Context: an optimization exercise on an open-source flow, tuned for small area. The choices shown serve that exercise and are no tape-out recipe.
Only simulation tests tie the RTL to the original design; equivalence was not proved.
Power and IR drop assume default switching activity.

==> trial 93: inputs <==
Design lwrf_rx_core, start of the top module:
module lwrf_rx_core (
  input  wire         clk,
  input  wire         rst,         
  input  wire [31:0]  now,         
  input  wire         req_valid,
  input  wire [7:0]   req_op,
  input  wire [111:0] req_arg,     
  output reg          rsp_valid,
  output reg  [3:0]   rsp_status,
  output reg  [143:0] rsp_data     
);
==> flow/config.mk <==
export PLATFORM = sky130hd
export DESIGN_NAME = lwrf_rx_core
export DESIGN_NICKNAME = lwrf_rx_core
export VERILOG_FILES = /design/flow/design.v
export SDC_FILE = /design/flow/constraint.sdc
export NUM_CORES = 4
export LEC_CHECK = 0
export CAP_MARGIN = 20
export CELL_PAD_IN_SITES_DETAIL_PLACEMENT = 1
export CELL_PAD_IN_SITES_GLOBAL_PLACEMENT = 2
export CORE_MARGIN = 2
export CORE_UTILIZATION = 20
export PLACE_DENSITY = 0.3
export SLEW_MARGIN = 20
==> flow/constraint.sdc <==
create_clock -name core_clock -period 20.0 [get_ports {clk}]
set_input_delay 4.0000 -clock core_clock [delete_from_list [all_inputs] [get_ports {clk}]]
set_output_delay 4.0000 -clock core_clock [all_outputs]
set_load 0.01 [all_outputs]
run.sh (not shown) runs the stock make flow with config.mk's settings and CLKGATE_MAP_FILE= SYNTH_SCRIPT=/design/flow/synth_recipe.tcl, a recipe that flattens the netlist after the stock synthesis.
==> build 16 (differences from trial 93) <==
--- a/flow/design.v
+++ b/flow/design.v
@@ -60,10 +60,12 @@
   localparam [15:0] D_GAP_MIN   = 16'd5460;
   reg [1:0]   rx_state;
   reg [3:0]   rx_nbytes;
   reg [2:0]   rx_nbits;
   reg [78:0]  rx_sh;          
+  reg [35:0]  rx_sym;         
+  reg         rx_sym_ok;      
   reg         rx_translate;
   reg [15:0]  rx_mark_min, rx_mark_max, rx_short_min, rx_short_max;
   reg [15:0]  rx_long_min, rx_long_max, rx_gap_min;
   reg         rx_avail;
   reg [79:0]  rx_msg;         
@@ -126,45 +128,33 @@
   wire e_bit    = cl_mark;
   wire e_is_bit = cl_mark || cl_long;
   wire        frame_done = e_is_bit && (rx_state == RX_GB) &&
                            (rx_nbits == 3'd7) && (rx_nbytes == 4'd9);
   wire [79:0] fr_bits = {rx_sh, e_bit};       
-  reg [79:0] fr_raw;
-  reg [79:0] fr_msg;
-  reg [9:0]  fr_ok;
-  reg [3:0]  sym;
-  reg        ok;
-  integer    fi, fv;
+  wire [7:0] dec_in = op_edge ? {rx_sh[6:0], e_bit} : a1;
+  reg  [3:0] dec_sym;
+  reg        dec_ok;
+  integer    dv;
   always @* begin
-    for (fi = 0; fi < 10; fi = fi + 1) begin
-      fr_raw[fi*8 +: 8] = fr_bits[79 - fi*8 -: 8];
-      sym = 4'd0;
-      ok  = 1'b0;
-      for (fv = 0; fv < 16; fv = fv + 1) begin
-        if (fr_raw[fi*8 +: 8] == NIBBLE[fv*8 +: 8]) begin
-          sym = fv[3:0];
-          ok  = 1'b1;
-        end
-      end
-      fr_ok[fi] = ok;
-      fr_msg[fi*8 +: 8] = rx_translate ? {4'd0, sym} : fr_raw[fi*8 +: 8];
-    end
-  end
-  wire fr_valid = !rx_translate || (&fr_ok);
-  reg [7:0] dec_val;
-  reg       dec_ok;
-  integer   dv;
-  always @* begin
-    dec_val = 8'hFF;
+    dec_sym = 4'd0;
     dec_ok  = 1'b0;
     for (dv = 0; dv < 16; dv = dv + 1) begin
-      if (a1 == NIBBLE[dv*8 +: 8]) begin
-        dec_val = dv[7:0];
+      if (dec_in == NIBBLE[dv*8 +: 8]) begin
+        dec_sym = dv[3:0];
         dec_ok  = 1'b1;
       end
     end
   end
+  wire [7:0] dec_val = dec_ok ? {4'd0, dec_sym} : 8'hFF;
+  wire [79:0] fr_dec = {rx_sym, dec_sym};     
+  reg  [79:0] fr_msg;
+  integer     fi;
+  always @* begin
+    for (fi = 0; fi < 10; fi = fi + 1)
+      fr_msg[fi*8 +: 8] = rx_translate ? {4'd0, fr_dec[39 - fi*4 -: 4]} : fr_bits[79 - fi*8 -: 8];
+  end
+  wire fr_valid = !rx_translate || (rx_sym_ok && dec_ok);
   wire        key_from_host = op_add || op_remove;
   wire [55:0] msg_key  = {fr_msg[31:24], fr_msg[79:72], fr_msg[71:64], fr_msg[63:56],
                           fr_msg[55:48], fr_msg[47:40], fr_msg[39:32]};
   wire [55:0] host_key = {a7, a6, a5, a4, a3, a2, a1};
   wire [55:0] key = key_from_host ? host_key : msg_key;
@@ -212,11 +202,11 @@
     end
   end
   reg [1:0]   n_rx_state;
   reg [3:0]   n_rx_nbytes;
   reg [2:0]   n_rx_nbits;
-  reg         sh_en;
+  reg         sh_en, sym_en, sym_init;
   reg         n_rx_translate;
   reg         band_wr, band_def;
   reg         n_rx_avail;
   reg         msg_wr;
   reg         prev_wr;
@@ -246,10 +236,11 @@
   wire        learn_in_time = since_learn <= 32'd100 * {24'd0, pr_learn_timeout};
   wire [5:0]  rf_count_inc  = (rf_count == 6'd63) ? 6'd63 : rf_count + 6'd1;
   always @* begin
     n_rx_state = rx_state;  n_rx_nbytes = rx_nbytes;  n_rx_nbits = rx_nbits;
     sh_en = 1'b0;
+    sym_en = 1'b0; sym_init = 1'b0;
     n_rx_translate = rx_translate;
     band_wr = 1'b0; band_def = 1'b0;
     n_rx_avail = rx_avail;  msg_wr = 1'b0;
     prev_wr = 1'b0;  n_rf_count = rf_count;  time_wr = 1'b0;
     filt_wr = 1'b0;  n_rf_thr1 = rf_thr1;    n_rf_timeout = rf_timeout;
@@ -281,10 +272,11 @@
           case (rx_state)
             RX_IDLE: ;
             RX_MSF: begin
               if (e_bit) begin
                 n_rx_nbytes = 4'd0;
+                sym_init    = 1'b1;
                 n_rx_state  = RX_BSF;
               end else begin
                 n_rx_state = RX_IDLE;
                 ev = EV_ABORT;
               end
@@ -300,10 +292,11 @@
             end
             default: begin  
               sh_en = 1'b1;
               n_rx_nbits = rx_nbits + 3'd1;
               if (rx_nbits == 3'd7) begin
+                sym_en      = 1'b1;
                 n_rx_nbytes = rx_nbytes + 4'd1;
                 if (rx_nbytes != 4'd9) begin
                   n_rx_state = RX_BSF;
                 end else begin
                   n_rx_state = RX_IDLE;
@@ -343,10 +336,11 @@
             end
           endcase
         end
         n_d[31:24] = {5'd0, ev};
       end
+      OP_RESET: ;   
       OP_RX_SET_TRANS: n_rx_translate = |a1;
       OP_RX_HAS_MSG: n_d[31:24] = {7'd0, rx_avail};
       OP_RX_GET_MSG: begin
         if (a1 != 8'd2 && a1 != 8'd4 && a1 != 8'd10) begin
           n_status = ST_BAD_LENGTH;
@@ -451,10 +445,13 @@
   wire take     = req_valid && !do_reset;
   integer s, t, k;
   always @(posedge clk) begin
     if (take) begin
       if (sh_en) rx_sh <= {rx_sh[77:0], e_bit};
+      if (sym_en) rx_sym <= {rx_sym[31:0], dec_sym};
+      if (sym_init) rx_sym_ok <= 1'b1;
+      else if (sym_en) rx_sym_ok <= rx_sym_ok && dec_ok;
       rx_nbytes <= n_rx_nbytes;
       rx_nbits  <= n_rx_nbits;
       if (msg_wr)  rx_msg  <= fr_msg;
       if (prev_wr) rf_prev <= fr_msg;
       if (learn_wr) begin
@@ -483,16 +480,11 @@
       rf_thr1 <= 6'd3;    rf_timeout <= 8'd20;
       pr_valid <= 10'd0;
       pr_enforce <= 1'b0; pr_base_only <= 1'b0; pr_learn <= 1'b0;
       st_en <= 1'b0;      st_avg16 <= 60'd0;  st_max <= 48'd0;
       st_min <= {3{16'hFFFF}};
-      rsp_valid  <= !rst;    
-      r_status   <= ST_OK;
-      r_d        <= 32'd0;
-      r_snap <= 1'b0; r_msg <= 1'b0; r_len10 <= 1'b0; r_len4 <= 1'b0; r_pg <= 1'b0; r_cnt <= 1'b0;
     end else begin
-      rsp_valid <= req_valid;
       if (req_valid) begin
         rx_state <= n_rx_state;
         rx_translate <= n_rx_translate;
         if (band_wr) begin
           if (band_def) begin
@@ -524,46 +516,42 @@
         end else if (st_do) begin
           st_avg16[st_c*20 +: 20] <= avg_new;
           if (max_up) st_max[st_c*16 +: 16] <= st_w;
           if (min_up) st_min[st_c*16 +: 16] <= st_w;
         end
-        r_status <= n_status;
-        r_d      <= n_d;
-        r_snap <= n_snap; r_msg <= n_msg; r_len10 <= n_len10; r_len4 <= n_len4; r_pg <= n_pg; r_cnt <= n_cnt;
-        r_idx  <= a1[3:0];
       end
     end
+    rsp_valid <= req_valid && !rst;
+    r_status <= n_status;
+    r_d      <= n_d;
+    r_snap <= n_snap; r_msg <= n_msg; r_len10 <= n_len10; r_len4 <= n_len4; r_pg <= n_pg; r_cnt <= n_cnt;
+    r_idx  <= a1[3:0];
   end
   reg  [55:0] pg_entry;
   reg  [7:0]  m [0:9];
+  reg  [143:0] o_snap, o_msg, o_pg;
   integer     os, oc, ob;
   always @* begin
     pg_entry = 56'd0;
     for (os = 0; os < 10; os = os + 1)
-      if (pr_valid[os] && rank[os] == r_idx) pg_entry = pg_entry | pr_tbl[os*56 +: 56];
+      pg_entry = pg_entry | ({56{pr_valid[os] && rank[os] == r_idx}} & pr_tbl[os*56 +: 56]);
     for (ob = 0; ob < 10; ob = ob + 1) m[ob] = rx_msg[ob*8 +: 8];
-    rsp_status = r_status;
-    rsp_data = {r_d, 112'd0};
-    if (r_cnt) rsp_data[143:136] = {4'd0, pr_count};
-    if (r_pg) begin
-      for (ob = 0; ob < 7; ob = ob + 1)
-        rsp_data[135 - 8*ob -: 8] = pg_entry[ob*8 +: 8];
-    end
-    if (r_snap) begin
-      for (oc = 0; oc < 3; oc = oc + 1) begin
-        rsp_data[143 - 48*oc -: 16] = st_avg16[oc*20 + 4 +: 16];
-        rsp_data[127 - 48*oc -: 16] = st_max[oc*16 +: 16];
-        rsp_data[111 - 48*oc -: 16] = st_min[oc*16 +: 16];
-      end
-    end
-    if (r_msg) begin
-      if (r_len10) begin
-        for (ob = 0; ob < 10; ob = ob + 1)
-          rsp_data[143 - 8*ob -: 8] = m[ob];
-      end else if (r_len4) begin
-        rsp_data[143:112] = {m[0], m[1][3:0], m[2][3:0], m[9], m[3]};
-      end else begin
-        rsp_data[143:128] = {m[0], m[1][3:0], m[2][3:0]};
-      end
+    for (oc = 0; oc < 3; oc = oc + 1) begin
+      o_snap[143 - 48*oc -: 16] = st_avg16[oc*20 + 4 +: 16];
+      o_snap[127 - 48*oc -: 16] = st_max[oc*16 +: 16];
+      o_snap[111 - 48*oc -: 16] = st_min[oc*16 +: 16];
     end
+    o_msg = 144'd0;
+    o_msg[143:136] = m[0];
+    o_msg[135:128] = r_len10 ? m[1] : {m[1][3:0], m[2][3:0]};
+    o_msg[127:120] = r_len10 ? m[2] : r_len4 ? m[9] : 8'd0;
+    o_msg[119:112] = (r_len10 || r_len4) ? m[3] : 8'd0;
+    for (ob = 4; ob < 10; ob = ob + 1)
+      o_msg[143 - 8*ob -: 8] = r_len10 ? m[ob] : 8'd0;
+    o_pg = 144'd0;
+    for (ob = 0; ob < 7; ob = ob + 1)
+      o_pg[135 - 8*ob -: 8] = pg_entry[ob*8 +: 8];
+    rsp_status = r_status;
+    rsp_data = {r_d, 112'd0} | {(r_cnt ? {4'd0, pr_count} : 8'd0), 136'd0} |
+               ({144{r_snap}} & o_snap) | ({144{r_msg}} & o_msg) | ({144{r_pg}} & o_pg);
   end
 endmodule
==> flow/flow/run.sh (new file) <==
#!/bin/bash
# Own layout flow: the standard flow (standard.sh) with three changes:
#  - synthesis maps logic with an area-oriented ABC script (flow/synth.tcl,
#    flow/area.abc) and without full-adder extraction (ADDER_MAP_FILE empty);
#  - clock tree synthesis uses small clock buffers and no dummy loads;
#  - every input and output port still gets its buffer, a buf_1.
# Each tool's output is in orfs/logs/; make's own output is in flow_make.log.
set -euo pipefail
W=$(pwd)
export FLOW_ABC_SCRIPT=$W/flow/area.abc
bash standard.sh \
  SYNTH_SCRIPT=$W/flow/synth.tcl \
  ADDER_MAP_FILE= \
  "BUFFER_PORTS_ARGS=-inputs -outputs -buffer_cell sky130_fd_sc_hd__buf_1" \
  "CTS_ARGS=-sink_clustering_enable -repair_clock_nets -dont_use_dummy_load -buf_list sky130_fd_sc_hd__clkbuf_8 -sink_clustering_size 14 -sink_clustering_max_diameter 50" \
  finish > "$W/flow_make.log" 2>&1
==> flow/flow/area.abc (new file) <==
strash
dc2
&get -n
&syn2
&dch -f
&nf -R 1000
&put
mfs2
strash
dch -f
&get -n
&nf -R 1000
&put
mfs2
strash
dch -f
&get -n
&nf -R 1000
&put
==> flow/flow/synth.tcl (new file) <==
# The standard synthesis script (synth_recipe.tcl) with two changes: the final
# technology mapping uses flow/area.abc, an area-oriented ABC script, instead
# of the flow's own ABC script; and Yosys's plain carry lookahead stands in
# for the Kogge-Stone one. Registers are mapped before ABC runs and ABC does
# not touch them.
proc synth {args} { yosys synth -nofsm -noshare {*}$args }
proc abc {args} {
  foreach opt {-script -D -constr} {
    set i [lsearch -exact $args $opt]
    if {$i >= 0} { set args [lreplace $args $i [expr {$i + 1}]] }
  }
  yosys abc -script $::env(FLOW_ABC_SCRIPT) {*}$args
}
set ::env(SYNTH_OPERATIONS_ARGS) "-nofsm"
source $::env(SCRIPTS_DIR)/synth.tcl
# left out here: clear keep_hierarchy, flatten, clean up, hide names made inside functions, write 1_2_yosys.v
==> flow/standard.sh (new file) <==
#!/bin/bash
# synth_recipe.tcl (not shown) runs the flow's synth.tcl, then flattens the netlist and writes it again
# the make line also repeats each setting of config.mk as NAME=value (left out here)
make -C /OpenROAD-flow-scripts/flow DESIGN_CONFIG=/design/flow/config.mk WORK_HOME=/design/flow/orfs CLKGATE_MAP_FILE= SYNTH_SCRIPT=/design/flow/synth_recipe.tcl "${@:-finish}"
--- a/flow/config.mk
+++ b/flow/config.mk
@@ -7,8 +7,8 @@
 export LEC_CHECK = 0
 export CAP_MARGIN = 20
 export CELL_PAD_IN_SITES_DETAIL_PLACEMENT = 1
 export CELL_PAD_IN_SITES_GLOBAL_PLACEMENT = 2
 export CORE_MARGIN = 2
-export CORE_UTILIZATION = 20
-export PLACE_DENSITY = 0.3
+export CORE_UTILIZATION = 40
+export PLACE_DENSITY = 0.55
 export SLEW_MARGIN = 20
removed: flow/run.sh
==> trial 84 (differences from trial 93) <==
==> flow/config.mk (replaced) <==
export PLATFORM = sky130hd
export DESIGN_NAME = lwrf_rx_core
export DESIGN_NICKNAME = lwrf_rx_core
export VERILOG_FILES = /design/flow/design.v
export SDC_FILE = /design/flow/constraint.sdc
export NUM_CORES = 4
export LEC_CHECK = 0
export ABC_AREA = 1
export CAP_MARGIN = 20
export CELL_PAD_IN_SITES_DETAIL_PLACEMENT = 0
export CELL_PAD_IN_SITES_GLOBAL_PLACEMENT = 1
export CORE_MARGIN = 2
export CORE_UTILIZATION = 60
export PLACE_DENSITY = 0.7
export SLEW_MARGIN = 20
==> notes <==
- Flip-flop and latch count is the same in trial 84 and trial 93.
- In trial 93 the non-clock buffer count is higher than in trial 84, by 203.
- Build 16 passed the timing, DRC and antenna checks. Trial 84 finished clean. Trial 93 completed with no timing, DRC or antenna violations.
- Fmax: trial 93 > trial 84 > build 16.
- Between build 16 and trial 93, the lower worst setup slack is in build 16 (gap 5.2 ns).

---

==> run Z <==
lwrf_rx_core, a different RTL version from the one above (not shown whole).
==> flow/config.mk <==
export PLATFORM = sky130hd
export DESIGN_NAME = lwrf_rx_core
export DESIGN_NICKNAME = lwrf_rx_core
export VERILOG_FILES = /design/flow/design.v
export SDC_FILE = /design/flow/constraint.sdc
export NUM_CORES = 4
export LEC_CHECK = 0
export CAP_MARGIN = 0
export CELL_PAD_IN_SITES_DETAIL_PLACEMENT = 1
export CELL_PAD_IN_SITES_GLOBAL_PLACEMENT = 2
export CORE_MARGIN = 2
export CORE_UTILIZATION = 40
export PLACE_DENSITY = 0.55
export SLEW_MARGIN = 0
==> flow/constraint.sdc <==
create_clock -name core_clock -period 20.0 [get_ports {clk}]
set_input_delay 4.0000 -clock core_clock [delete_from_list [all_inputs] [get_ports {clk}]]
set_output_delay 4.0000 -clock core_clock [all_outputs]
set_load 0.01 [all_outputs]
standard.sh (not shown) runs the stock make flow with config.mk's settings and CLKGATE_MAP_FILE= SYNTH_SCRIPT=/design/flow/synth_recipe.tcl, a recipe that flattens the netlist after the stock synthesis.
==> flow/flow/run.sh <==
#!/bin/bash
# Own layout flow: the standard flow (standard.sh) with three changes:
#  - synthesis maps logic with an area-oriented ABC script (flow/synth.tcl,
#    flow/area.abc) and without full-adder extraction (ADDER_MAP_FILE empty);
#  - clock tree synthesis uses small clock buffers and no dummy loads;
#  - every input and output port still gets its buffer, a buf_1.
# Each tool's output is in orfs/logs/; make's own output is in flow_make.log.
set -euo pipefail
W=$(pwd)
export FLOW_ABC_SCRIPT=$W/flow/area.abc
bash standard.sh \
  SYNTH_SCRIPT=$W/flow/synth.tcl \
  ADDER_MAP_FILE= \
  "BUFFER_PORTS_ARGS=-inputs -outputs -buffer_cell sky130_fd_sc_hd__buf_1" \
  "CTS_ARGS=-sink_clustering_enable -repair_clock_nets -dont_use_dummy_load -buf_list sky130_fd_sc_hd__clkbuf_4 -sink_clustering_size 8 -sink_clustering_max_diameter 40" \
  finish > "$W/flow_make.log" 2>&1
==> flow/flow/area.abc <==
strash
dc2
&get -n
&syn2
&dch -f
&nf -R 1000
&put
mfs2
strash
dch -f
&get -n
&nf -R 1000
&put
mfs2
strash
dch -f
&get -n
&nf -R 1000
&put
==> flow/flow/synth.tcl <==
# The standard synthesis script (synth_recipe.tcl) with two changes: the final
# technology mapping uses flow/area.abc, an area-oriented ABC script, instead
# of the flow's own ABC script; and Yosys's plain carry lookahead stands in
# for the Kogge-Stone one. Registers are mapped before ABC runs and ABC does
# not touch them.
proc synth {args} { yosys synth -nofsm -noshare {*}$args }
proc abc {args} {
  foreach opt {-script -D -constr} {
    set i [lsearch -exact $args $opt]
    if {$i >= 0} { set args [lreplace $args $i [expr {$i + 1}]] }
  }
  yosys abc -script $::env(FLOW_ABC_SCRIPT) {*}$args
}
set ::env(SYNTH_OPERATIONS_ARGS) "-nofsm"
source $::env(SCRIPTS_DIR)/synth.tcl
# left out here: clear keep_hierarchy, flatten, clean up, hide names made inside functions, write 1_2_yosys.v
==> run A: changes against run Z <==
--- a/flow/design.v
+++ b/flow/design.v
@@ -113,14 +113,21 @@
   wire op_remove = (req_op == OP_PAIR_REMOVE);
   wire        e_mark = |a1;
   wire [31:0] e_dur  = {a2, a3, a4, a5};
   wire        e_hi   = |e_dur[31:16];
   wire [15:0] e_lo   = e_dur[15:0];
-  wire c_mark  = !e_hi && e_lo >= rx_mark_min && e_lo <= rx_mark_max;
-  wire c_short = !e_hi && e_lo >= rx_short_min && e_lo <= rx_short_max;
-  wire c_long  = !e_hi && e_lo >= rx_long_min && e_lo <= rx_long_max;
-  wire c_gap   = e_hi || e_lo >= rx_gap_min;
+  function le16(input [15:0] x, input [15:0] y);
+    reg [16:0] d;
+    begin
+      d = {1'b0, y} - {1'b0, x};
+      le16 = !d[16];
+    end
+  endfunction
+  wire c_mark  = !e_hi && le16(rx_mark_min, e_lo) && le16(e_lo, rx_mark_max);
+  wire c_short = !e_hi && le16(rx_short_min, e_lo) && le16(e_lo, rx_short_max);
+  wire c_long  = !e_hi && le16(rx_long_min, e_lo) && le16(e_lo, rx_long_max);
+  wire c_gap   = e_hi || le16(rx_gap_min, e_lo);
   wire cl_mark  = e_mark && c_mark;
   wire cl_short = !e_mark && c_short;
   wire cl_long  = !e_mark && !c_short && c_long;
   wire cl_gap   = !e_mark && !c_short && !c_long && c_gap;
   wire cl_inv   = !cl_mark && !cl_short && !cl_long && !cl_gap;
@@ -180,10 +187,16 @@
     for (rs = 8; rs >= 0; rs = rs - 1)
       pr_older[rs] = pr_older[rs + 1] + {3'd0, pr_valid[rs + 1]};
     pr_older[10] = pr_older[0] + {3'd0, pr_valid[0]};
   end
   wire [3:0] pr_count = pr_older[10];
+  wire [16:0] thr_d1 = {1'b0, a3, a4}   - {1'b0, a1, a2};
+  wire [16:0] thr_d2 = {1'b0, a7, a8}   - {1'b0, a5, a6};
+  wire [16:0] thr_d3 = {1'b0, a9, a10}  - {1'b0, a7, a8} - 17'd1;
+  wire [16:0] thr_d4 = {1'b0, a11, a12} - {1'b0, a9, a10};
+  wire [16:0] thr_d5 = {1'b0, a13, a14} - {1'b0, a11, a12} - 17'd1;
+  wire        thr_ok = !(thr_d1[16] | thr_d2[16] | thr_d3[16] | thr_d4[16] | thr_d5[16]);
   reg [1:0]   n_rx_state;
   reg [3:0]   n_rx_nbytes;
   reg [2:0]   n_rx_nbits;
   reg         sh_en, sym_en, sym_init;
   reg         n_rx_translate;
@@ -209,14 +222,18 @@
   reg [1:0]   st_c;
   reg [15:0]  st_w;
   reg         ins_do, ins_learn;
   reg         cand_same;
   reg         learn_hit;
-  wire [31:0] since_rf    = now - rf_time;
+  wire [31:0] last_cand   = (rf_count != 6'd0) ? rf_time : 32'd0;
+  wire [31:0] since_rf    = now - last_cand;
   wire [31:0] since_learn = now - pr_learn_time;
-  wire        rf_in_time    = since_rf    <= 32'd100 * {24'd0, rf_timeout};
-  wire        learn_in_time = since_learn <= 32'd100 * {24'd0, pr_learn_timeout};
+  wire [14:0] rf_window     = {rf_timeout, 6'd0} + {1'b0, rf_timeout, 5'd0} + {5'd0, rf_timeout, 2'd0};
+  wire [14:0] learn_window  = {pr_learn_timeout, 6'd0} + {1'b0, pr_learn_timeout, 5'd0} +
+                              {5'd0, pr_learn_timeout, 2'd0};
+  wire        rf_in_time    = !(|since_rf[31:15]) && since_rf[14:0] <= rf_window;
+  wire        learn_in_time = !(|since_learn[31:15]) && since_learn[14:0] <= learn_window;
   wire [5:0]  rf_count_inc  = (rf_count == 6'd63) ? 6'd63 : rf_count + 6'd1;
   always @* begin
     n_rx_state = rx_state;  n_rx_nbytes = rx_nbytes;  n_rx_nbits = rx_nbits;
     sh_en = 1'b0;
     sym_en = 1'b0; sym_init = 1'b0;
@@ -348,12 +365,11 @@
           n_status = ST_CLAMPED;
         end
       end
       OP_RX_SET_THR: begin
         band_wr = 1'b1;
-        if ({a1, a2} <= {a3, a4} && {a5, a6} <= {a7, a8} && {a7, a8} < {a9, a10} &&
-            {a9, a10} <= {a11, a12} && {a11, a12} < {a13, a14}) begin
+        if (thr_ok) begin
           band_def = 1'b0;
         end else begin
           band_def = 1'b1;
           n_status = ST_CLAMPED;
         end
@@ -449,11 +465,11 @@
       rx_mark_min <= D_MARK_MIN;   rx_mark_max <= D_MARK_MAX;
       rx_short_min <= D_SHORT_MIN; rx_short_max <= D_SHORT_MAX;
       rx_long_min <= D_LONG_MIN;   rx_long_max <= D_LONG_MAX;
       rx_gap_min <= D_GAP_MIN;
       rx_avail <= 1'b0;
-      rf_count <= 6'd0;   rf_time <= 32'd0;
+      rf_count <= 6'd0;
       rf_thr1 <= 6'd3;    rf_timeout <= 8'd20;
       pr_valid <= 10'd0;
       pr_enforce <= 1'b0; pr_base_only <= 1'b0; pr_learn <= 1'b0;
       st_en <= 1'b0;      st_avg16 <= 60'd0;  st_max <= 48'd0;
       st_min <= {3{16'hFFFF}};
@@ -506,11 +522,11 @@
   reg  [143:0] o_snap, o_msg, o_pg;
   integer     os, oc, ob;
   always @* begin
     pg_entry = 56'd0;
     for (os = 0; os < 10; os = os + 1)
-      pg_entry = pg_entry | ({56{pr_valid[os] && pr_older[os] == r_idx}} & pr_tbl[os*56 +: 56]);
+      pg_entry = pg_entry | ({56{r_pg && pr_valid[os] && pr_older[os] == r_idx}} & pr_tbl[os*56 +: 56]);
     for (ob = 0; ob < 10; ob = ob + 1) m[ob] = rx_msg[ob*8 +: 8];
     for (oc = 0; oc < 3; oc = oc + 1) begin
       o_snap[143 - 48*oc -: 16] = st_avg16[oc*20 + 4 +: 16];
       o_snap[127 - 48*oc -: 16] = st_max[oc*16 +: 16];
       o_snap[111 - 48*oc -: 16] = st_min[oc*16 +: 16];
@@ -525,8 +541,8 @@
     o_pg = 144'd0;
     for (ob = 0; ob < 7; ob = ob + 1)
       o_pg[135 - 8*ob -: 8] = pg_entry[ob*8 +: 8];
     rsp_status = r_status;
     rsp_data = {r_d, 112'd0} | {(r_cnt ? {4'd0, pr_count} : 8'd0), 136'd0} |
-               ({144{r_snap}} & o_snap) | ({144{r_msg}} & o_msg) | ({144{r_pg}} & o_pg);
+               ({144{r_snap}} & o_snap) | ({144{r_msg}} & o_msg) | o_pg;
   end
 endmodule
CORE_UTILIZATION = 45   (was 40)
GPL_TIMING_DRIVEN = 0   (was unset)
PLACE_DENSITY = 0.6   (was 0.55)
==> run C: changes against run Z <==
--- a/flow/design.v
+++ b/flow/design.v
@@ -72,12 +72,13 @@
   reg [79:0]  rf_prev;
   reg [5:0]   rf_count;       
   reg [31:0]  rf_time;
   reg [5:0]   rf_thr1;        
   reg [7:0]   rf_timeout;
-  reg [559:0] pr_tbl;         
+  reg [559:0] pr_tbl;
   reg [9:0]   pr_valid;
+  reg [44:0]  pr_age;         
   reg         pr_enforce;
   reg         pr_base_only;
   reg         pr_learn;
   reg [31:0]  pr_learn_time;
   reg [7:0]   pr_learn_timeout;
@@ -164,26 +165,44 @@
       pr_match[mi] = pr_valid[mi] && (pr_tbl[mi*56 +: 40] == key[39:0]) &&
                      (pr_base_only || (pr_tbl[mi*56 + 40 +: 16] == key[55:40]));
   end
   wire pr_any_match = |pr_match;
   wire pr_full      = &pr_valid;
-  reg [9:0] pr_shift;
+  reg [9:0] pr_free;
+  reg       seen;
   integer   ff;
   always @* begin
-    pr_shift[0] = 1'b1;
-    for (ff = 1; ff < 10; ff = ff + 1)
-      pr_shift[ff] = pr_shift[ff - 1] && pr_valid[ff - 1];
+    seen = 1'b0;
+    for (ff = 0; ff < 10; ff = ff + 1) begin
+      pr_free[ff] = !pr_valid[ff] && !seen;
+      seen = seen || !pr_valid[ff];
+    end
   end
-  reg [3:0] pr_older [0:10];
-  integer   rs;
+  function [3:0] pop10(input [9:0] v);
+    integer k;
+    begin
+      pop10 = 4'd0;
+      for (k = 0; k < 10; k = k + 1) pop10 = pop10 + {3'd0, v[k]};
+    end
+  endfunction
+  wire [3:0] pr_count = pop10(pr_valid);
+  function integer age_idx(input integer lo, input integer hi);
+    age_idx = lo * 10 - (lo * (lo + 1)) / 2 + (hi - lo - 1);
+  endfunction
+  reg [9:0] bef;
+  reg [3:0] rank [0:9];
+  integer   rs, rt;
   always @* begin
-    pr_older[9] = 4'd0;
-    for (rs = 8; rs >= 0; rs = rs - 1)
-      pr_older[rs] = pr_older[rs + 1] + {3'd0, pr_valid[rs + 1]};
-    pr_older[10] = pr_older[0] + {3'd0, pr_valid[0]};
+    for (rs = 0; rs < 10; rs = rs + 1) begin
+      for (rt = 0; rt < 10; rt = rt + 1) begin
+        if (rt < rs)      bef[rt] = pr_valid[rt] &&  pr_age[age_idx(rt, rs)];
+        else if (rt > rs) bef[rt] = pr_valid[rt] && !pr_age[age_idx(rs, rt)];
+        else              bef[rt] = 1'b0;
+      end
+      rank[rs] = pop10(bef);
+    end
   end
-  wire [3:0] pr_count = pr_older[10];
   reg [1:0]   n_rx_state;
   reg [3:0]   n_rx_nbytes;
   reg [2:0]   n_rx_nbits;
   reg         sh_en, sym_en, sym_init;
   reg         n_rx_translate;
@@ -437,13 +456,19 @@
       if (prev_wr) rf_prev <= fr_msg;
       if (learn_wr) begin
         pr_learn_time    <= now;
         pr_learn_timeout <= a1;
       end
-      if (ins_en) pr_tbl[55:0] <= ins_entry;
-      for (s = 1; s < 10; s = s + 1)
-        if (ins_en && pr_shift[s]) pr_tbl[s*56 +: 56] <= pr_tbl[(s-1)*56 +: 56];
+      for (s = 0; s < 10; s = s + 1)
+        if (ins_en && pr_free[s]) pr_tbl[s*56 +: 56] <= ins_entry;
+      k = 0;
+      for (s = 0; s < 10; s = s + 1)
+        for (t = s + 1; t < 10; t = t + 1) begin
+          if (ins_en && pr_free[t]) pr_age[k] <= 1'b1;
+          else if (ins_en && pr_free[s]) pr_age[k] <= 1'b0;
+          k = k + 1;
+        end
     end
     if (do_reset) begin
       rx_state <= RX_IDLE;
       rx_translate <= 1'b1;
       rx_mark_min <= D_MARK_MIN;   rx_mark_max <= D_MARK_MAX;
@@ -479,11 +504,11 @@
         if (time_wr) rf_time <= now;
         if (filt_wr) begin
           rf_thr1 <= n_rf_thr1;
           rf_timeout <= n_rf_timeout;
         end
-        pr_valid <= ins_en ? (pr_valid | pr_shift) : n_pr_valid;
+        pr_valid <= ins_en ? (pr_valid | pr_free) : n_pr_valid;
         pr_enforce <= n_pr_enforce; pr_base_only <= n_pr_base_only; pr_learn <= n_pr_learn;
         st_en <= n_st_en;
         if (st_clr) begin
           st_avg16 <= 60'd0;
           st_max   <= 48'd0;
@@ -506,11 +531,11 @@
   reg  [143:0] o_snap, o_msg, o_pg;
   integer     os, oc, ob;
   always @* begin
     pg_entry = 56'd0;
     for (os = 0; os < 10; os = os + 1)
-      pg_entry = pg_entry | ({56{pr_valid[os] && pr_older[os] == r_idx}} & pr_tbl[os*56 +: 56]);
+      pg_entry = pg_entry | ({56{pr_valid[os] && rank[os] == r_idx}} & pr_tbl[os*56 +: 56]);
     for (ob = 0; ob < 10; ob = ob + 1) m[ob] = rx_msg[ob*8 +: 8];
     for (oc = 0; oc < 3; oc = oc + 1) begin
       o_snap[143 - 48*oc -: 16] = st_avg16[oc*20 + 4 +: 16];
       o_snap[127 - 48*oc -: 16] = st_max[oc*16 +: 16];
       o_snap[111 - 48*oc -: 16] = st_min[oc*16 +: 16];
==> run P: changes against run Z <==
--- a/flow/design.v
+++ b/flow/design.v
@@ -113,14 +113,21 @@
   wire op_remove = (req_op == OP_PAIR_REMOVE);
   wire        e_mark = |a1;
   wire [31:0] e_dur  = {a2, a3, a4, a5};
   wire        e_hi   = |e_dur[31:16];
   wire [15:0] e_lo   = e_dur[15:0];
-  wire c_mark  = !e_hi && e_lo >= rx_mark_min && e_lo <= rx_mark_max;
-  wire c_short = !e_hi && e_lo >= rx_short_min && e_lo <= rx_short_max;
-  wire c_long  = !e_hi && e_lo >= rx_long_min && e_lo <= rx_long_max;
-  wire c_gap   = e_hi || e_lo >= rx_gap_min;
+  function le16(input [15:0] x, input [15:0] y);
+    reg [16:0] d;
+    begin
+      d = {1'b0, y} - {1'b0, x};
+      le16 = !d[16];
+    end
+  endfunction
+  wire c_mark  = !e_hi && le16(rx_mark_min, e_lo) && le16(e_lo, rx_mark_max);
+  wire c_short = !e_hi && le16(rx_short_min, e_lo) && le16(e_lo, rx_short_max);
+  wire c_long  = !e_hi && le16(rx_long_min, e_lo) && le16(e_lo, rx_long_max);
+  wire c_gap   = e_hi || le16(rx_gap_min, e_lo);
   wire cl_mark  = e_mark && c_mark;
   wire cl_short = !e_mark && c_short;
   wire cl_long  = !e_mark && !c_short && c_long;
   wire cl_gap   = !e_mark && !c_short && !c_long && c_gap;
   wire cl_inv   = !cl_mark && !cl_short && !cl_long && !cl_gap;
@@ -180,10 +187,16 @@
     for (rs = 8; rs >= 0; rs = rs - 1)
       pr_older[rs] = pr_older[rs + 1] + {3'd0, pr_valid[rs + 1]};
     pr_older[10] = pr_older[0] + {3'd0, pr_valid[0]};
   end
   wire [3:0] pr_count = pr_older[10];
+  wire [16:0] thr_d1 = {1'b0, a3, a4}   - {1'b0, a1, a2};
+  wire [16:0] thr_d2 = {1'b0, a7, a8}   - {1'b0, a5, a6};
+  wire [16:0] thr_d3 = {1'b0, a9, a10}  - {1'b0, a7, a8} - 17'd1;
+  wire [16:0] thr_d4 = {1'b0, a11, a12} - {1'b0, a9, a10};
+  wire [16:0] thr_d5 = {1'b0, a13, a14} - {1'b0, a11, a12} - 17'd1;
+  wire        thr_ok = !(thr_d1[16] | thr_d2[16] | thr_d3[16] | thr_d4[16] | thr_d5[16]);
   reg [1:0]   n_rx_state;
   reg [3:0]   n_rx_nbytes;
   reg [2:0]   n_rx_nbits;
   reg         sh_en, sym_en, sym_init;
   reg         n_rx_translate;
@@ -209,14 +222,18 @@
   reg [1:0]   st_c;
   reg [15:0]  st_w;
   reg         ins_do, ins_learn;
   reg         cand_same;
   reg         learn_hit;
-  wire [31:0] since_rf    = now - rf_time;
+  wire [31:0] last_cand   = (rf_count != 6'd0) ? rf_time : 32'd0;
+  wire [31:0] since_rf    = now - last_cand;
   wire [31:0] since_learn = now - pr_learn_time;
-  wire        rf_in_time    = since_rf    <= 32'd100 * {24'd0, rf_timeout};
-  wire        learn_in_time = since_learn <= 32'd100 * {24'd0, pr_learn_timeout};
+  wire [14:0] rf_window     = {rf_timeout, 6'd0} + {1'b0, rf_timeout, 5'd0} + {5'd0, rf_timeout, 2'd0};
+  wire [14:0] learn_window  = {pr_learn_timeout, 6'd0} + {1'b0, pr_learn_timeout, 5'd0} +
+                              {5'd0, pr_learn_timeout, 2'd0};
+  wire        rf_in_time    = !(|since_rf[31:15]) && since_rf[14:0] <= rf_window;
+  wire        learn_in_time = !(|since_learn[31:15]) && since_learn[14:0] <= learn_window;
   wire [5:0]  rf_count_inc  = (rf_count == 6'd63) ? 6'd63 : rf_count + 6'd1;
   always @* begin
     n_rx_state = rx_state;  n_rx_nbytes = rx_nbytes;  n_rx_nbits = rx_nbits;
     sh_en = 1'b0;
     sym_en = 1'b0; sym_init = 1'b0;
@@ -348,12 +365,11 @@
           n_status = ST_CLAMPED;
         end
       end
       OP_RX_SET_THR: begin
         band_wr = 1'b1;
-        if ({a1, a2} <= {a3, a4} && {a5, a6} <= {a7, a8} && {a7, a8} < {a9, a10} &&
-            {a9, a10} <= {a11, a12} && {a11, a12} < {a13, a14}) begin
+        if (thr_ok) begin
           band_def = 1'b0;
         end else begin
           band_def = 1'b1;
           n_status = ST_CLAMPED;
         end
@@ -449,11 +465,11 @@
       rx_mark_min <= D_MARK_MIN;   rx_mark_max <= D_MARK_MAX;
       rx_short_min <= D_SHORT_MIN; rx_short_max <= D_SHORT_MAX;
       rx_long_min <= D_LONG_MIN;   rx_long_max <= D_LONG_MAX;
       rx_gap_min <= D_GAP_MIN;
       rx_avail <= 1'b0;
-      rf_count <= 6'd0;   rf_time <= 32'd0;
+      rf_count <= 6'd0;
       rf_thr1 <= 6'd3;    rf_timeout <= 8'd20;
       pr_valid <= 10'd0;
       pr_enforce <= 1'b0; pr_base_only <= 1'b0; pr_learn <= 1'b0;
       st_en <= 1'b0;      st_avg16 <= 60'd0;  st_max <= 48'd0;
       st_min <= {3{16'hFFFF}};
@@ -506,11 +522,11 @@
   reg  [143:0] o_snap, o_msg, o_pg;
   integer     os, oc, ob;
   always @* begin
     pg_entry = 56'd0;
     for (os = 0; os < 10; os = os + 1)
-      pg_entry = pg_entry | ({56{pr_valid[os] && pr_older[os] == r_idx}} & pr_tbl[os*56 +: 56]);
+      pg_entry = pg_entry | ({56{r_pg && pr_valid[os] && pr_older[os] == r_idx}} & pr_tbl[os*56 +: 56]);
     for (ob = 0; ob < 10; ob = ob + 1) m[ob] = rx_msg[ob*8 +: 8];
     for (oc = 0; oc < 3; oc = oc + 1) begin
       o_snap[143 - 48*oc -: 16] = st_avg16[oc*20 + 4 +: 16];
       o_snap[127 - 48*oc -: 16] = st_max[oc*16 +: 16];
       o_snap[111 - 48*oc -: 16] = st_min[oc*16 +: 16];
@@ -525,8 +541,8 @@
     o_pg = 144'd0;
     for (ob = 0; ob < 7; ob = ob + 1)
       o_pg[135 - 8*ob -: 8] = pg_entry[ob*8 +: 8];
     rsp_status = r_status;
     rsp_data = {r_d, 112'd0} | {(r_cnt ? {4'd0, pr_count} : 8'd0), 136'd0} |
-               ({144{r_snap}} & o_snap) | ({144{r_msg}} & o_msg) | ({144{r_pg}} & o_pg);
+               ({144{r_snap}} & o_snap) | ({144{r_msg}} & o_msg) | o_pg;
   end
 endmodule
==> notes.md <==
quantity                                                                                   run A           run P           run Z           run C
Comb pwr share                                                                              4.2%            4.0%            4.4%            4.9%
Number of antenna violations at the first check in global routing                             16              16               9              28
Tapcells inserted                                                                           1781            2030            2044            2175
Outcome                                                                 finished with violations  timing/DRC/antenna clean  timing/DRC/antenna clean  timing/DRC/antenna clean
Reasons for failing layout checks                                  capacitance limit, slew limit               -               -               -
Routed wire per std cell                                                           34.24 microns   34.06 microns   34.50 microns   36.40 microns
Clock-net power                                                                          1.44 mW         1.48 mW         1.53 mW         1.53 mW
Number of standard cells after synthesis                                                    5721            5721            5944            6456
Wire length of the first global-routing pass                                      399300 microns  407300 microns  422300 microns  471100 microns
Launch point of the critical path                                                         now[0]          now[0]          now[1]          now[0]
Antenna cells                                                                                 13              12              15              15
Complex-gate fraction of the synthesized area                                             21.39%          21.39%          21.52%          20.57%
Initial Util                                                                              45.29%          40.34%          40.23%          40.33%
Shortest clock period the worst path allows after layout                                18.90 ns        18.27 ns        16.83 ns        18.34 ns
Setup Slack @ Placement                                                                -1.853 ns       0.5121 ns        1.808 ns       0.4885 ns
Max-slew violations                                                                            1               0               0               0
Num Clock Sinks                                                                             1268            1268            1268            1313
Path depth of the worst reg2reg path                                                          54              55              59              64

[afterwards: timing with drivers on the ports]
No port has a modelled driver above. Below, the same layouts with a new extraction and two added sets of constraints.
Step 1 sets driving cells, clkbuf_16 on the clock port and buf_2 on the other inputs (assumed; they add their load-dependent delay and slew).
Step 2 adds t to the input delays and takes it off the output delays; t is the mean of the earliest and latest rising clock arrival at the registers after step 1. Input paths then give back, and output paths get back, about the clock's delay inside the block.
Three values: ideal, step 1, step 2; two values: the first two.
run	t (ns)	setup slack, ns	worst slew at a driven data input, ns
trial 93	1.043	6.513 / 6.416 / 5.562	0.12
build 16	1.006	1.291 / 1.363 / 0.357	0.15
trial 84	0.893	6.409 / 6.317 / 5.788	0.07
run Z	1.337	3.173 / 3.209 / 1.871	0.13
run A	1.289	1.098 / 1.147 / -0.142	0.10
run C	1.392	1.656 / 1.715 / 0.323	0.14
run P	1.341	1.727 / 1.787 / 0.446	0.11
The setup slack of run C, which loses most, moves by +0.059 ns with the drivers and by -1.333 ns with both steps.
